From an optimization exercise on the open Yosys and OpenROAD flow, aimed at small area and a short achievable clock period; shortcuts taken in it are not production practice.
Function was checked by simulation only, so behaviour that the tests miss may differ from the original.
Power figures rest on the tool's default switching activity, not on a simulated workload.

<file path="flow/config.mk">
export PLATFORM = sky130hd
export DESIGN_NAME = xfold_engine
export DESIGN_NICKNAME = xfold_engine
export VERILOG_FILES = /design/flow/design.v
export SDC_FILE = /design/flow/constraint.sdc
export NUM_CORES = 4
export LEC_CHECK = 0
export CAP_MARGIN = 20
export CORE_MARGIN = 2
export CORE_UTILIZATION = 40
export SLEW_MARGIN = 20
</file>
<file path="flow/constraint.sdc">
create_clock -name core_clock -period 10.0 [get_ports {clk}]
set_input_delay 2.0000 -clock core_clock [delete_from_list [all_inputs] [get_ports {clk}]]
set_output_delay 2.0000 -clock core_clock [all_outputs]
set_load 0.01 [all_outputs]
</file>
<file path="flow/design.v">
module xfold_engine #(
    parameter [7:0]  STX           = 8'h02,
    parameter [7:0]  ETX           = 8'h03,
    parameter [7:0]  ACK           = 8'h06,
    parameter [7:0]  NAK           = 8'h15,
    parameter [7:0]  MAX_PAYLOAD   = 8'd64,
    parameter        RX_AUTO_RESET = 1'b0,
    parameter [7:0]  RETRY_BUDGET  = 8'd3,
    parameter [15:0] ACK_TIMEOUT   = 16'd0
) (
    input             clk,
    input             rst,
    input             cmd_valid,
    input      [31:0] cmd,
    input             sink_ready,
    output reg        resp_valid,
    output reg        resp_ill,
    output reg [31:0] resp,
    output reg        txo_valid,
    output reg [7:0]  txo_data,
    output reg        txo_final
);
    localparam [3:0] OP_NOP = 4'h0, OP_CHK_SEED = 4'h1, OP_CHK_FOLD = 4'h2,
                     OP_RX_FEED = 4'h3, OP_RX_RESET = 4'h4, OP_RX_READ = 4'h5,
                     OP_TX_LOAD = 4'h6, OP_TX_BEGIN = 4'h7, OP_TX_NEXT = 4'h8,
                     OP_TX_RESET = 4'h9, OP_ARQ_SEND = 4'hA, OP_ACK = 4'hB,
                     OP_ARQ_ABORT = 4'hC, OP_READ = 4'hD, OP_CLR_ILL = 4'hE;
    localparam [2:0] RX_WAIT_STX = 3'd0, RX_WAIT_LEN = 3'd1, RX_READ_DATA = 3'd2,
                     RX_CHECK_CHK = 3'd3, RX_WAIT_ETX = 3'd4, RX_DONE = 3'd5,
                     RX_ERROR = 3'd6;
    localparam [1:0] RXE_NONE = 2'd0, RXE_OVERFLOW = 2'd1, RXE_CHK = 2'd2,
                     RXE_FRAMING = 2'd3;
    localparam [2:0] TX_IDLE = 3'd0, TX_SEND_STX = 3'd1, TX_SEND_LEN = 3'd2,
                     TX_SEND_DATA = 3'd3, TX_SEND_CHK = 3'd4, TX_SEND_ETX = 3'd5,
                     TX_DONE = 3'd6, TX_ERROR = 3'd7;
    localparam [1:0] TXE_NONE = 2'd0, TXE_OVERFLOW = 2'd1;
    localparam [2:0] ARQ_IDLE = 3'd0, ARQ_SENDING = 3'd1, ARQ_WAIT_ACK = 3'd2,
                     ARQ_ACKED = 3'd3, ARQ_EXHAUSTED = 3'd4, ARQ_OVERFLOW = 3'd5;
    reg [7:0]  chk_acc;
    reg        ill;
    reg [2:0]  rx_state;
    reg [1:0]  rx_err;
    reg [7:0]  rx_len;
    reg [7:0]  rx_count;
    reg [7:0]  rx_chk;
    reg [7:0]  rx_buf [0:MAX_PAYLOAD-1];
    reg [2:0]  tx_state;
    reg [1:0]  tx_err;
    reg [7:0]  tx_len;
    reg [7:0]  tx_cursor;
    reg [7:0]  tx_chk;
    reg [7:0]  tx_buf [0:MAX_PAYLOAD-1];
    reg [2:0]  arq_state;
    reg [7:0]  arq_attempts;
    reg [15:0] arq_timer;
    wire [3:0]  op  = cmd[31:28];
    wire [10:0] rsv = cmd[27:17];
    wire [8:0]  a   = cmd[16:8];
    wire [7:0]  d   = cmd[7:0];
    wire uses_a = (op == OP_RX_READ) || (op == OP_TX_LOAD) ||
                  (op == OP_TX_BEGIN) || (op == OP_ARQ_SEND);
    wire uses_d = (op == OP_CHK_SEED) || (op == OP_CHK_FOLD) || (op == OP_RX_FEED) ||
                  (op == OP_TX_LOAD) || (op == OP_ACK) || (op == OP_READ);
    wire decode_ill = (rsv != 11'd0) || (op == 4'hF) ||
                      (!uses_a && a != 9'd0) || (!uses_d && d != 8'd0) ||
                      (op == OP_READ && d > 8'd7);
    wire arq_busy   = (arq_state == ARQ_SENDING) || (arq_state == ARQ_WAIT_ACK);
    wire tx_sending = (tx_state >= TX_SEND_STX) && (tx_state <= TX_SEND_ETX);
    wire state_ill = ((op == OP_TX_LOAD) &&
                      (arq_busy || tx_sending || a >= {1'b0, MAX_PAYLOAD})) ||
                     ((op == OP_TX_BEGIN || op == OP_TX_NEXT ||
                       op == OP_TX_RESET || op == OP_ARQ_SEND) && arq_busy);
    wire cmd_ill = decode_ill || state_ill;
    reg [7:0] begin_chk;
    integer i;
    always @* begin
        begin_chk = STX ^ a[7:0];
        for (i = 0; i < MAX_PAYLOAD; i = i + 1)
            if (i < a)
                begin_chk = begin_chk ^ tx_buf[i];
    end
    function [31:0] rxstat;
        input [2:0] st; input [1:0] er; input [7:0] ln, cnt, ck;
        begin
            rxstat = {ck, cnt, ln, 1'b0, st, er,
                      (st == RX_DONE) ? 2'd1 : (st == RX_ERROR) ? 2'd2 : 2'd0};
        end
    endfunction
    function [1:0] tx_status;
        input [2:0] st;
        begin
            case (st)
                TX_IDLE:  tx_status = 2'd0;
                TX_DONE:  tx_status = 2'd2;
                TX_ERROR: tx_status = 2'd3;
                default:  tx_status = 2'd1;
            endcase
        end
    endfunction
    function [31:0] txstat;
        input [2:0] st; input [1:0] er; input [7:0] ln, cur, ck;
        begin
            txstat = {ck, cur, ln, 1'b0, st, er, tx_status(st)};
        end
    endfunction
    reg [7:0]  n_chk_acc;
    reg        n_ill;
    reg [2:0]  n_rx_state;
    reg [1:0]  n_rx_err;
    reg [7:0]  n_rx_len, n_rx_count, n_rx_chk;
    reg [2:0]  n_tx_state;
    reg [1:0]  n_tx_err;
    reg [7:0]  n_tx_len, n_tx_cursor, n_tx_chk;
    reg [2:0]  n_arq_state;
    reg [7:0]  n_arq_attempts;
    reg [15:0] n_arq_timer;
    reg        rx_we;
    reg [7:0]  rx_waddr, rx_wdata;
    reg        tx_we;
    reg [7:0]  tx_waddr, tx_wdata;
    reg        emit;
    reg [7:0]  emit_byte;
    reg        emit_final;
    reg [31:0] cmd_resp;
    always @* begin
        n_chk_acc      = chk_acc;
        n_ill          = ill;
        n_rx_state     = rx_state;
        n_rx_err       = rx_err;
        n_rx_len       = rx_len;
        n_rx_count     = rx_count;
        n_rx_chk       = rx_chk;
        n_tx_state     = tx_state;
        n_tx_err       = tx_err;
        n_tx_len       = tx_len;
        n_tx_cursor    = tx_cursor;
        n_tx_chk       = tx_chk;
        n_arq_state    = arq_state;
        n_arq_attempts = arq_attempts;
        n_arq_timer    = arq_timer;
        rx_we = 1'b0; rx_waddr = rx_count; rx_wdata = d;
        tx_we = 1'b0; tx_waddr = a[7:0];   tx_wdata = d;
        emit = 1'b0; emit_byte = 8'h00; emit_final = 1'b0;
        cmd_resp = 32'h0;
        if (cmd_valid && !cmd_ill) begin
            case (op)
                OP_CHK_SEED: begin
                    n_chk_acc = d;
                    cmd_resp  = {24'h0, n_chk_acc};
                end
                OP_CHK_FOLD: begin
                    n_chk_acc = chk_acc ^ d;
                    cmd_resp  = {24'h0, n_chk_acc};
                end
                OP_RX_FEED: begin
                    if ((rx_state == RX_DONE || rx_state == RX_ERROR) && RX_AUTO_RESET) begin
                        n_rx_state = RX_WAIT_STX; n_rx_err = RXE_NONE;
                        n_rx_len = 8'h00; n_rx_count = 8'h00; n_rx_chk = 8'h00;
                    end
                    case (n_rx_state)
                        RX_WAIT_STX: begin
                            if (d == STX) begin
                                n_rx_chk   = STX;
                                n_rx_len   = 8'h00;
                                n_rx_count = 8'h00;
                                n_rx_state = RX_WAIT_LEN;
                            end
                        end
                        RX_WAIT_LEN: begin
                            n_rx_len = d;
                            n_rx_chk = n_rx_chk ^ d;
                            if (d > MAX_PAYLOAD) begin
                                n_rx_state = RX_ERROR; n_rx_err = RXE_OVERFLOW;
                            end else if (d == 8'h00)
                                n_rx_state = RX_CHECK_CHK;
                            else
                                n_rx_state = RX_READ_DATA;
                        end
                        RX_READ_DATA: begin
                            if (n_rx_count >= n_rx_len || n_rx_count >= MAX_PAYLOAD) begin
                                n_rx_state = RX_ERROR; n_rx_err = RXE_OVERFLOW;
                            end else begin
                                rx_we      = 1'b1;
                                rx_waddr   = n_rx_count;
                                n_rx_chk   = n_rx_chk ^ d;
                                n_rx_count = n_rx_count + 8'd1;
                                if (n_rx_count == n_rx_len)
                                    n_rx_state = RX_CHECK_CHK;
                            end
                        end
                        RX_CHECK_CHK: begin
                            if (d == n_rx_chk)
                                n_rx_state = RX_WAIT_ETX;
                            else begin
                                n_rx_state = RX_ERROR; n_rx_err = RXE_CHK;
                            end
                        end
                        RX_WAIT_ETX: begin
                            if (d == ETX)
                                n_rx_state = RX_DONE;
                            else begin
                                n_rx_state = RX_ERROR; n_rx_err = RXE_FRAMING;
                            end
                        end
                        default: ;  
                    endcase
                    cmd_resp = rxstat(n_rx_state, n_rx_err, n_rx_len, n_rx_count, n_rx_chk);
                end
                OP_RX_RESET: begin
                    n_rx_state = RX_WAIT_STX; n_rx_err = RXE_NONE;
                    n_rx_len = 8'h00; n_rx_count = 8'h00; n_rx_chk = 8'h00;
                    cmd_resp = 32'h0;
                end
                OP_RX_READ: begin
                    if (rx_state == RX_DONE && a < {1'b0, rx_len})
                        cmd_resp = {24'h0, rx_buf[a[7:0]]};
                    else
                        cmd_resp = 32'h0;
                end
                OP_TX_LOAD: begin
                    tx_we    = 1'b1;
                    cmd_resp = txstat(tx_state, tx_err, tx_len, tx_cursor, tx_chk);
                end
                OP_TX_BEGIN, OP_ARQ_SEND: begin
                    n_tx_state = TX_IDLE; n_tx_err = TXE_NONE;
                    n_tx_len = 8'h00; n_tx_cursor = 8'h00; n_tx_chk = 8'h00;
                    if (a > {1'b0, MAX_PAYLOAD}) begin
                        n_tx_state = TX_ERROR; n_tx_err = TXE_OVERFLOW;
                    end else begin
                        n_tx_len   = a[7:0];
                        n_tx_chk   = begin_chk;
                        n_tx_state = TX_SEND_STX;
                    end
                    if (op == OP_ARQ_SEND) begin
                        n_arq_attempts = 8'h00;
                        n_arq_timer    = 16'h0;
                        n_arq_state    = (n_tx_state == TX_ERROR) ? ARQ_OVERFLOW : ARQ_SENDING;
                        cmd_resp = {n_arq_timer, n_arq_attempts, 5'b0, n_arq_state};
                    end else
                        cmd_resp = txstat(n_tx_state, n_tx_err, n_tx_len, n_tx_cursor, n_tx_chk);
                end
                OP_TX_NEXT: begin
                    case (tx_state)
                        TX_SEND_STX: begin
                            emit = 1'b1; emit_byte = STX;
                            n_tx_state = TX_SEND_LEN;
                        end
                        TX_SEND_LEN: begin
                            emit = 1'b1; emit_byte = tx_len;
                            n_tx_state = (tx_len == 8'h00) ? TX_SEND_CHK : TX_SEND_DATA;
                        end
                        TX_SEND_DATA: begin
                            emit = 1'b1; emit_byte = tx_buf[tx_cursor];
                            n_tx_cursor = tx_cursor + 8'd1;
                            if (n_tx_cursor == tx_len) n_tx_state = TX_SEND_CHK;
                        end
                        TX_SEND_CHK: begin
                            emit = 1'b1; emit_byte = tx_chk;
                            n_tx_state = TX_SEND_ETX;
                        end
                        TX_SEND_ETX: begin
                            emit = 1'b1; emit_byte = ETX; emit_final = 1'b1;
                            n_tx_state = TX_DONE;
                        end
                        default: ;  
                    endcase
                    cmd_resp = {18'h0, n_tx_err, tx_status(n_tx_state), emit_final, emit, emit_byte};
                end
                OP_TX_RESET: begin
                    n_tx_state = TX_IDLE; n_tx_err = TXE_NONE;
                    n_tx_len = 8'h00; n_tx_cursor = 8'h00; n_tx_chk = 8'h00;
                    cmd_resp = 32'h0;
                end
                OP_ACK: begin
                    if (arq_state == ARQ_WAIT_ACK) begin
                        if (d == ACK)
                            n_arq_state = ARQ_ACKED;
                        else if (d == NAK) begin
                            n_arq_attempts = arq_attempts + 8'd1;
                            if (n_arq_attempts < RETRY_BUDGET) begin
                                n_tx_state  = TX_SEND_STX;
                                n_tx_err    = TXE_NONE;
                                n_tx_cursor = 8'h00;
                                n_arq_state = ARQ_SENDING;
                            end else
                                n_arq_state = ARQ_EXHAUSTED;
                        end
                    end
                    cmd_resp = {n_arq_timer, n_arq_attempts, 5'b0, n_arq_state};
                end
                OP_ARQ_ABORT: begin
                    if (arq_busy) begin
                        n_tx_state = TX_IDLE; n_tx_err = TXE_NONE;
                        n_tx_len = 8'h00; n_tx_cursor = 8'h00; n_tx_chk = 8'h00;
                    end
                    n_arq_state = ARQ_IDLE; n_arq_attempts = 8'h00; n_arq_timer = 16'h0;
                    cmd_resp = 32'h0;
                end
                OP_READ: begin
                    case (d[2:0])
                        3'd0: cmd_resp = {30'h0, arq_busy, ill};
                        3'd1: cmd_resp = rxstat(rx_state, rx_err, rx_len, rx_count, rx_chk);
                        3'd2: cmd_resp = txstat(tx_state, tx_err, tx_len, tx_cursor, tx_chk);
                        3'd3: cmd_resp = {arq_timer, arq_attempts, 5'b0, arq_state};
                        3'd4: cmd_resp = {24'h0, chk_acc};
                        3'd5: cmd_resp = {NAK, ACK, ETX, STX};
                        3'd6: cmd_resp = {15'h0, RX_AUTO_RESET, RETRY_BUDGET, MAX_PAYLOAD};
                        default: cmd_resp = {16'h0, ACK_TIMEOUT};
                    endcase
                end
                OP_CLR_ILL: begin
                    n_ill    = 1'b0;
                    cmd_resp = 32'h0;
                end
                default: cmd_resp = 32'h0;  
            endcase
        end else if (cmd_valid) begin
            n_ill = 1'b1;  
        end
        if (n_arq_state == ARQ_SENDING) begin
            if (sink_ready) begin
                case (n_tx_state)
                    TX_SEND_STX: begin
                        emit = 1'b1; emit_byte = STX;
                        n_tx_state = TX_SEND_LEN;
                    end
                    TX_SEND_LEN: begin
                        emit = 1'b1; emit_byte = n_tx_len;
                        n_tx_state = (n_tx_len == 8'h00) ? TX_SEND_CHK : TX_SEND_DATA;
                    end
                    TX_SEND_DATA: begin
                        emit = 1'b1; emit_byte = tx_buf[n_tx_cursor];
                        n_tx_cursor = n_tx_cursor + 8'd1;
                        if (n_tx_cursor == n_tx_len) n_tx_state = TX_SEND_CHK;
                    end
                    TX_SEND_CHK: begin
                        emit = 1'b1; emit_byte = n_tx_chk;
                        n_tx_state = TX_SEND_ETX;
                    end
                    TX_SEND_ETX: begin
                        emit = 1'b1; emit_byte = ETX; emit_final = 1'b1;
                        n_tx_state = TX_DONE;
                    end
                    default: ;
                endcase
                if (emit_final) begin
                    n_arq_state = ARQ_WAIT_ACK;
                    n_arq_timer = 16'h0;
                end
            end
        end else if (n_arq_state == ARQ_WAIT_ACK && ACK_TIMEOUT != 16'd0) begin
            n_arq_timer = n_arq_timer + 16'd1;
            if (n_arq_timer == ACK_TIMEOUT) begin
                n_arq_attempts = n_arq_attempts + 8'd1;
                if (n_arq_attempts < RETRY_BUDGET) begin
                    n_tx_state  = TX_SEND_STX;
                    n_tx_err    = TXE_NONE;
                    n_tx_cursor = 8'h00;
                    n_arq_state = ARQ_SENDING;
                end else
                    n_arq_state = ARQ_EXHAUSTED;
            end
        end
    end
    always @* begin
        resp_valid = !rst && cmd_valid;
        resp_ill   = !rst && cmd_valid && cmd_ill;
        resp       = (!rst && cmd_valid && !cmd_ill) ? cmd_resp : 32'h0;
        txo_valid  = !rst && emit;
        txo_data   = (!rst && emit) ? emit_byte : 8'h00;
        txo_final  = !rst && emit && emit_final;
    end
    always @(posedge clk) begin
        if (rst) begin
            chk_acc      <= 8'h00;
            ill          <= 1'b0;
            rx_state     <= RX_WAIT_STX;
            rx_err       <= RXE_NONE;
            rx_len       <= 8'h00;
            rx_count     <= 8'h00;
            rx_chk       <= 8'h00;
            tx_state     <= TX_IDLE;
            tx_err       <= TXE_NONE;
            tx_len       <= 8'h00;
            tx_cursor    <= 8'h00;
            tx_chk       <= 8'h00;
            arq_state    <= ARQ_IDLE;
            arq_attempts <= 8'h00;
            arq_timer    <= 16'h0;
        end else begin
            chk_acc      <= n_chk_acc;
            ill          <= n_ill;
            rx_state     <= n_rx_state;
            rx_err       <= n_rx_err;
            rx_len       <= n_rx_len;
            rx_count     <= n_rx_count;
            rx_chk       <= n_rx_chk;
            tx_state     <= n_tx_state;
            tx_err       <= n_tx_err;
            tx_len       <= n_tx_len;
            tx_cursor    <= n_tx_cursor;
            tx_chk       <= n_tx_chk;
            arq_state    <= n_arq_state;
            arq_attempts <= n_arq_attempts;
            arq_timer    <= n_arq_timer;
        end
    end
    always @(posedge clk) begin
        if (!rst && rx_we) rx_buf[rx_waddr] <= rx_wdata;
        if (!rst && tx_we) tx_buf[tx_waddr] <= tx_wdata;
    end
endmodule
</file>
<file path="flow/run.sh">
#!/bin/bash
# synth_recipe.tcl (not shown) runs the flow's synth.tcl, then flattens the netlist and writes it again
# the make line also repeats each setting of config.mk as NAME=value (left out here)
make -C /OpenROAD-flow-scripts/flow DESIGN_CONFIG=/design/flow/config.mk WORK_HOME=/design/flow/orfs CLKGATE_MAP_FILE= SYNTH_SCRIPT=/design/flow/synth_recipe.tcl finish
</file>
==> impl_metrics.tcl <==
set metrics [dict create \
    synth_edf_count 1024 \
    post-cts-setup-buffer-count 0 \
    dieArea_mm2 0.155 \
    cpPeakStageDelay_ns 0.66 \
    fin_nets 5724 \
    syn_inst 5375 \
    cts_tree "yes" \
    leakage_nw 24.0 \
    cts_root_buffer "clkbuf_16" \
    ir_drop_v 0.000174 \
    yosysSeqAreaShare_pct 53.7 \
    synth_ff_type "edfxtp_1" \
    max_clock_freq_mhz 102 \
    dp_hpwl_mm 244 \
    post_route_cells_drive_above_1_share_pct 16.5 \
    async_flop_share_pct 0 \
    holdCritPathClass "reg -> reg" \
    cp_slowest_cell "clkdlybuf4s50_1" \
    die_w_um 394 \
    synthTopCellsByCount "1024 x edfxtp_1, 961 x nand2_1, 387 x nor2_1" \
    rows 143 \
    first_pass_iters 7 \
    grtUsageTotal_pct 41.2 \
    path_cells "clkdlybuf4s50_1, buf_4, nand2b_1, a32oi_1, a222oi_1, buf_4, and3_1, nand4_1, nand2_4, inv_6, buf_12, buf_12, nand2_1, o22ai_1, o21ai_0, a21oi_1, o22ai_1, buf_4, a21oi_1, nor3_2, buf_4, clkdlybuf4s50_1" \
    synth_seq_cells 1117 \
    finalSetupTns_ns 0 \
    syn_nets 5431 \
    relSlewSlack_pct 16.0 \
    yosysMostFrequentCell "edfxtp_1" \
    cts.clk_slew.worst_paths_ns 0.06 \
    slew_viol_final 0 \
    ant_nets 0 \
    yosysTopAreaCell "edfxtp_1" \
    status "no timing/DRC/antenna violations" \
    cp.arrival_ns 7.79 \
    num-fill-cells 14000 \
    rsz0062_at_grt "no" \
    cap_violations 0 \
    multi_input_area_mm2 0.0267 \
    cts_hold_buf 0 \
    vias_per_cell 6.63 \
    crit_fanout 31 \
    start_util_pct 40.2 \
    grt_max_degree 115 \
    worstMarginPinSlew_ns 1.26 \
    avgRoutedWirePerCell_um 41.9 \
    synth_area_leaders "edfxtp_1 51%, mux4_2 7.0%, nand2_1 5.9%, xnor2_1 5.3%, dfxtp_1 3.1%" \
    totalPowerFinal_mw 10.9 \
    design_area_mm2 0.0708 \
    endpoint_kind "output port" \
    cts_max_level 4 \
    fp.dieH_um 394 \
    path_common_cell "buf_4" \
    place_area_mm2 0.0664 \
    yosysUniqueCellTypes 108 \
    cp.required_ns 8.00 \
    cts.path.max_buffers 3 \
    critPathLaunchType "input pin" \
    post-synth-top-area-fraction_pct 50.6 \
    grt-ovfl-total 0 \
    antenna_found_initial 28 \
    finalCriticalPeriod_ns 9.79 \
    numCtsBuffers 130 \
    netlist_area_mm2 0.0608 \
    grt_pass1_wl_mm 434 \
    cts_sinks 1117 \
    clk-insertion-delay-late_ns 0.81 \
    drt_first_iter_violations 9378 \
    area_delta_synth_final_pct 16.5 \
    setup_viol 0 \
    grt_pass1_vias 47600 \
    core_area_mm2 0.151 \
    period_share_pct 97.9 \
    yosys_warnings 1 \
    syn_avg_cell_area_um2 11.3 \
    finClkSkew_ns 0.0584 \
    path_class "in -> out" \
    route.final.wire_length_mm 327 \
    num_vias 51900 \
    power_density_mw_per_mm2 155 \
    report.final.hold_viol_count 0 \
    gp_congestion 1.06 \
    final-seq-area_mm2 0.0326 \
    port_buffers 79 \
    drc_errors 0 \
    io-pin-count 80 \
]
worst max-delay path, delay by kind of cell:
| kind | cells | cell delay (ns) |
|---|---|---|
| AO/OA/AOI/OAI | 7 | 1.51 |
| buffers and inverters | 9 | 2.62 |
| AND/OR/NAND/NOR | 6 | 1.58 |
per-layer routing:
layer  up-vias  routed length [µm]  global-route usage, %
li1      20700                   -                      -
met1     26400              132000                   58.0
met2      4094              135000                   58.0
met3       666               43400                   13.3
met4        16               16600                   17.5
met5         -                 112                      0
worst paths after layout:
kind	startpoint	end	slack, ns	depth (start not counted)
hold reg to reg	arq_timer[13]	arq_timer[13]	0.46	1
hold / removal	arq_timer[13]	arq_timer[13]	0.46	1
setup / recovery	cmd[28]	txo_data[6]	0.21	22
setup reg to reg	tx_state[2]	rx_buf[36][2]	4.10	11
state kept, by name (all words and copies together), names as in the netlist:
name	flops
rx_buf	512
arq_attempts	8
arq_state	3
tx_err	1
tx_len	8
tx_chk	8
rx_state	3
tx_cursor	8
rx_chk	8
rx_len	8
tx_state	3
arq_timer	16
rx_err	2
ill	1
chk_acc	8
rx_count	8
tx_buf	512
area by class of cell:
cell class                      count  area share [%]
Antenna cell                       13          0.0459
Clock buffer                      170            4.83
Clock inverter                     67            1.35
Inverter                           37           0.203
Multi-Input combinational cell   3875            37.7
Sequential cell                  1117            46.1
Tap cell                         2030            3.59
Timing Repair Buffer              507            6.16
cell usage in the layout, fill, tap and decap left out, types with 29 or more instances in the layout:
cell type,instances
edfxtp_1,1024
nand2_1,959
buf_4,400
nor2_1,380
xnor2_1,370
o21ai_0,265
a21oi_1,192
mux4_2,188
mux2i_1,181
nand3_1,174
xor2_1,137
clkbuf_16,130
o22ai_1,109
dfxtp_1,90
o221ai_1,73
mux2_2,64
clkdlybuf4s50_1,62
nor3_1,60
a31oi_1,53
o211ai_1,47
a22oi_1,44
and3_1,40
nand2b_1,38
clkbuf_1,38
o21ai_1,34
and2_1,33
inv_1,31
buf_12,29
per-stage QoR:
stage	cells	hold slack, ns	setup WS (ns)	util [%]
after floorplan	5375	0.430	2.66	-
final	7816	0.457	0.214	46.8
after detailed placement	7566	0.446	0.00146	43.8
after global routing	7804	0.477	0.0480	46.8
after global placement	7565	0.442	0.0543	43.8
after CTS	7803	0.461	0.201	46.7
logic make-up (layout without fill, tap and decap cells):
| logic type | count (synthesis) | after routing | synth area share [%] |
|---|---|---|---|
| other | 0 | 13 | 0 |
| AO/OA/AOI/OAI | 1051 | 1051 | 11.3 |
| adder cells (fa/ha/maj) | 27 | 27 | 0.527 |
| flip-flops | 1117 | 1117 | 53.7 |
| buffers and inverters | 383 | 781 | 2.63 |
| AND/OR/NAND/NOR | 1855 | 1855 | 13.4 |
| multiplexers | 433 | 433 | 11.1 |
| XOR/XNOR | 509 | 509 | 7.36 |
power by group:
group          internal (mW)  switching, mW  leakage, nW
Combinational          0.293          0.655         12.0
Clock                   2.74           2.16         2.06
Sequential              5.09       0.000220         9.95
repair_timing:
item,in CTS,in global routing
gates resized for setup,2,6
gates cloned,0,0
endpoints found under the setup margin,1,4

[what the ideal ports hide]
How much do the figures lean on ideal ports? The routed layout below was timed once more, with nothing changed but the port constraints. Step 1, drivers: a clkbuf_16 drives clk and a buf_2 each remaining input, both assumed. Step 2 moves the port delays by t, midway between the first and last clock arrival at a register: inputs arrive t later, outputs are due t later. That takes back most of the time a late clock gives input paths. a / b / c = ideal / step 1 / step 2; a / b = the first two.
shift t [ns]: 0.871
setup slack, ns: 0.214 / 0.187 / 0.187
worst setup path after step 2: input to output
slew at the worst register clock pin (ns): 0.07 / 0.07
After both steps setup and hold are still met in this run. For this run, drivers alone change the setup slack by -0.027 ns; drivers and shift together by -0.027 ns.
